From an optimization exercise on the open Yosys and OpenROAD flow, aimed at small area; shortcuts taken in it are not production practice. Function was checked by simulation only, so behaviour that the tests miss may differ from the original.

// pp_core
module pp_core (
    input  wire         clk,
    input  wire         rst,
    input  wire         cmd_valid,
    output wire         cmd_ready,
    input  wire [3:0]   cmd_code,
    input  wire [271:0] cmd_arg,
    output reg          rsp_valid,
    output reg  [1:0]   rsp_status,
    output wire [65:0]  rsp_data,
    output reg          tx_open_req,
    input  wire         tx_open_ack,
    input  wire         tx_open_ok,
    output reg          tx_wr_valid,
    output wire [31:0]  tx_wr_data,
    input  wire         tx_done,
    input  wire         tx_fail,
    output reg          tx_close,
    output wire [1:0]   phase,
    output wire [2:0]   err,
    output wire [1:0]   dstate
);
    localparam C_PARH   = 4'h1, C_PAR32 = 4'h2, C_ENCW  = 4'h3, C_TOBYTES = 4'h4,
               C_COUNT  = 4'h5, C_CMASK = 4'h6, C_PACKH = 4'h7, C_PACKB   = 4'h8,
               C_ENCPAT = 4'h9, C_LOAD  = 4'hA, C_START = 4'hB, C_LEN     = 4'hC,
               C_GET    = 4'hD, C_TICK  = 4'hE, C_STOP  = 4'hF;
    localparam PH_BUILD = 2'd0, PH_PLAY = 2'd1, PH_STOPPED = 2'd2, PH_HALT = 2'd3;
    localparam ST_OK = 2'd0, ST_REFUSED = 2'd1, ST_ERROR = 2'd2;
    localparam E_NONE = 3'd0, E_CONFIG = 3'd1, E_OPEN = 3'd2, E_WRITE = 3'd3, E_INDEX = 3'd4;
    reg  [511:0] cat;
    reg  [6:0]  cat_len;
    reg  [5:0]  cursor;
    reg  [1:0]  cnt_hi;               
    reg  [1:0]  cnt_lo;               
    reg  [1:0]  phase_r;
    reg  [2:0]  err_r;
    reg         stop_req;
    reg         wr_hdr;               
    reg         wr_body;              
    reg         open_wait;            
    reg  [31:0] rw;                   
    reg  [7:0]  rc;                   
    reg         f_low;                
    reg         f_ent;                
    reg         f_tick;               
    assign phase  = phase_r;
    assign err    = err_r;
    assign dstate = cnt_hi;
    wire busy = wr_hdr | wr_body;
    assign cmd_ready = !rst && !open_wait && (!busy || cmd_code == C_STOP);
    wire   accept    = cmd_valid && cmd_ready;
    wire [31:0] w = cmd_arg[31:0];
    wire        p_lo = ^w[15:0];
    wire        p_hi = ^w[31:16];
    wire        p_w  = p_lo ^ p_hi;
    wire [8:0]  count;
  ...
Size: about 1700 cells after synthesis, roughly 590 flip-flops, roughly 400 I/O pins.
==> flow/config.mk <==
export PLATFORM = sky130hd
export DESIGN_NAME = pp_core
export DESIGN_NICKNAME = pp_core
export VERILOG_FILES = /design/flow/design.v
export SDC_FILE = /design/flow/constraint.sdc
export NUM_CORES = 4
export LEC_CHECK = 0
export CAP_MARGIN = 0
export CORE_MARGIN = 2
export CORE_UTILIZATION = 40
export CTS_CLUSTER_DIAMETER = 80
export CTS_CLUSTER_SIZE = 24
export PLACE_DENSITY = 0.6
export SLEW_MARGIN = 0
export SYNTH_HIERARCHICAL = 1
==> flow/constraint.sdc <==
create_clock -name core_clock -period 12.0 [get_ports {clk}]
set_input_delay 2.4000 -clock core_clock [delete_from_list [all_inputs] [get_ports {clk}]]
set_output_delay 2.4000 -clock core_clock [all_outputs]
set_load 0.01 [all_outputs]
standard.sh (not shown) runs the stock make flow with config.mk's settings and CLKGATE_MAP_FILE= SYNTH_SCRIPT=/design/flow/synth_recipe.tcl, a recipe that flattens the netlist after the stock synthesis.
==> flow/flow/run.sh <==
#!/bin/bash
# The standard layout, with each port buffered by the smallest buffer
# (sky130_fd_sc_hd__buf_1) instead of the default clkdlybuf4s50_1.
set -euo pipefail
export BUFFER_PORTS_ARGS="-buffer_cell sky130_fd_sc_hd__buf_1"
bash standard.sh finish > flow_standard.log 2>&1
Next try:
--- a/flow/design.v
+++ b/flow/design.v
@@ -58,54 +58,26 @@
     wire [3:0]  code_eff = busy ? C_TICK : cmd_code;
     wire        sel_cur = code_eff[3] & code_eff[2] & code_eff[1];
     wire        sel_pp  = code_eff[0] & ~code_eff[2];
     wire [15:0] pm = sel_cur ? {10'd0, cursor} : sel_pp ? cmd_arg[271:256] : cmd_arg[15:0];
     wire [2:0]  m3oh;
     wire        id_par;
     pp_mod3 u_m3 (.p(pm), .oh(m3oh), .par8(id_par));
     wire [8:0]  mask = {{3{m3oh[2]}}, {3{m3oh[1]}}, {3{m3oh[0]}}};
     wire [31:0] body = {pm[7:0], mask, 14'd0, ~id_par};
-    wire [5:0]  slot;
-    wire [6:0]  sc;
-    pp_ha a_s0 (.a(cat_len[0]), .b(~pm[0]), .s(slot[0]), .co(sc[1]));
-    genvar gi;
-    generate
-        for (gi = 1; gi < 6; gi = gi + 1) begin : g_slot
-            pp_fa a_s (.a(cat_len[gi]), .b(~pm[gi]), .c(sc[gi]), .s(slot[gi]), .co(sc[gi+1]));
-        end
-    endgenerate
-    wire        slot_neg = ~(cat_len[6] | sc[6]);
+    wire [7:0]  slot_d = {1'b0, cat_len} + {2'b11, ~pm[5:0]};
+    wire [5:0]  slot = slot_d[5:0];
     wire [7:0]  rd;
     pp_rdmux u_rd (.d(cat), .a(slot), .q(rd));
-    wire        get_bad = slot_neg | (|cmd_arg[15:6]);
+    wire        get_bad = slot_d[7] | (|cmd_arg[15:6]);
     wire [1:0]  cnt_lo_nx = (cnt_lo == 2'd2) ? 2'd0 : cnt_lo + 2'd1;
     wire [1:0]  cnt_hi_nx = (cnt_lo != 2'd2) ? cnt_hi : (cnt_hi == 2'd2) ? 2'd0 : cnt_hi + 2'd1;
-    wire [5:0]  cursor_inc;
-    wire [5:0]  cic;
-    assign cursor_inc[0] = ~cursor[0];
-    assign cic[1] = cursor[0];
-    generate
-        for (gi = 1; gi < 5; gi = gi + 1) begin : g_cinc
-            pp_ha a_c (.a(cursor[gi]), .b(cic[gi]), .s(cursor_inc[gi]), .co(cic[gi+1]));
-        end
-    endgenerate
-    assign cursor_inc[5] = cursor[5] ^ cic[5];
-    wire [5:0]  cursor_nx = (slot == 6'd0) ? 6'd0 : cursor_inc;
-    wire [6:0]  len_inc;
-    wire [6:0]  lic;
-    assign len_inc[0] = ~cat_len[0];
-    assign lic[1] = cat_len[0];
-    generate
-        for (gi = 1; gi < 6; gi = gi + 1) begin : g_linc
-            pp_ha a_l (.a(cat_len[gi]), .b(lic[gi]), .s(len_inc[gi]), .co(lic[gi+1]));
-        end
-    endgenerate
-    assign len_inc[6] = cat_len[6] ^ lic[6];
+    wire [5:0]  cursor_nx = (slot == 6'd0) ? 6'd0 : cursor + 6'd1;
     reg [31:0] rw_nx;
     always @* begin
         case (code_eff)
             C_PARH:    rw_nx = {30'd0, p_hi, p_lo};
             C_PAR32:   rw_nx = {31'd0, p_w};
             C_ENCW:    rw_nx = {w[31:1], w[0] ^ p_w};
             C_TOBYTES: rw_nx = w;
             C_COUNT:   rw_nx = {23'd0, count};
             C_CMASK:   rw_nx = {23'd0, mask};
@@ -212,19 +184,19 @@
                 case (cmd_code)
                     C_LOAD: begin
                         if (phase_r != PH_BUILD) begin
                             rsp_status <= ST_REFUSED;
                         end else if (cat_len[6]) begin
                             if (err_r == E_NONE) err_r <= E_CONFIG;
                             phase_r    <= PH_HALT;
                             rsp_status <= ST_ERROR;
                         end else begin
-                            cat_len <= len_inc;
+                            cat_len <= cat_len + 7'd1;
                         end
                     end
                     C_START: begin
                         if (phase_r != PH_BUILD) begin
                             rsp_status <= ST_REFUSED;
                         end else if (cat_len == 7'd0) begin
                             if (err_r == E_NONE) err_r <= E_CONFIG;
                             phase_r    <= PH_HALT;
                             rsp_status <= ST_ERROR;
Outcome:
- final cell count increases by 2.3%
- area after synthesis came out higher by 0.85%
- design area came out higher by 0.93%
- hold slack gets worse by 0.013 ns
- via count increases by 2.2%
- routed wire length rose by 0.76%
- global-route usage falls by 0.13 points
- clock-buffer cell count is lower by 2
- sequential share of layout area decreases by 0.49 points
- die area rose by 0.83%
- first-iteration DRC count is lower by 9.0%
- sequential cell count is unchanged

-- port drivers added, routing unchanged --
How much do the figures lean on ideal ports? The routed layouts below were timed once more, with nothing changed but the port constraints. Step 1, drivers: a clkbuf_16 drives clk and a buf_2 each remaining input, both assumed. Step 2 also shifts input and output timing later by t, the mid clock arrival at the registers, as if the neighbouring blocks saw the same clock. Slacks: ideal ports / drivers / drivers and shift; pairs: ideal ports / drivers.
run | t, ns | setup slack, ns | hold slack, ns | worst setup path at the end
the first run | 0.676 | 3.154 / 3.179 / 2.503 | 0.445 / 0.445 / 0.445 | input to register
the second run | 0.682 | 3.342 / 3.363 / 2.681 | 0.432 / 0.432 / 0.432 | input to register
After both steps every run listed still meets setup and hold. For the second run, which loses most, drivers alone change the setup slack by +0.021 ns; drivers and shift together by -0.661 ns.
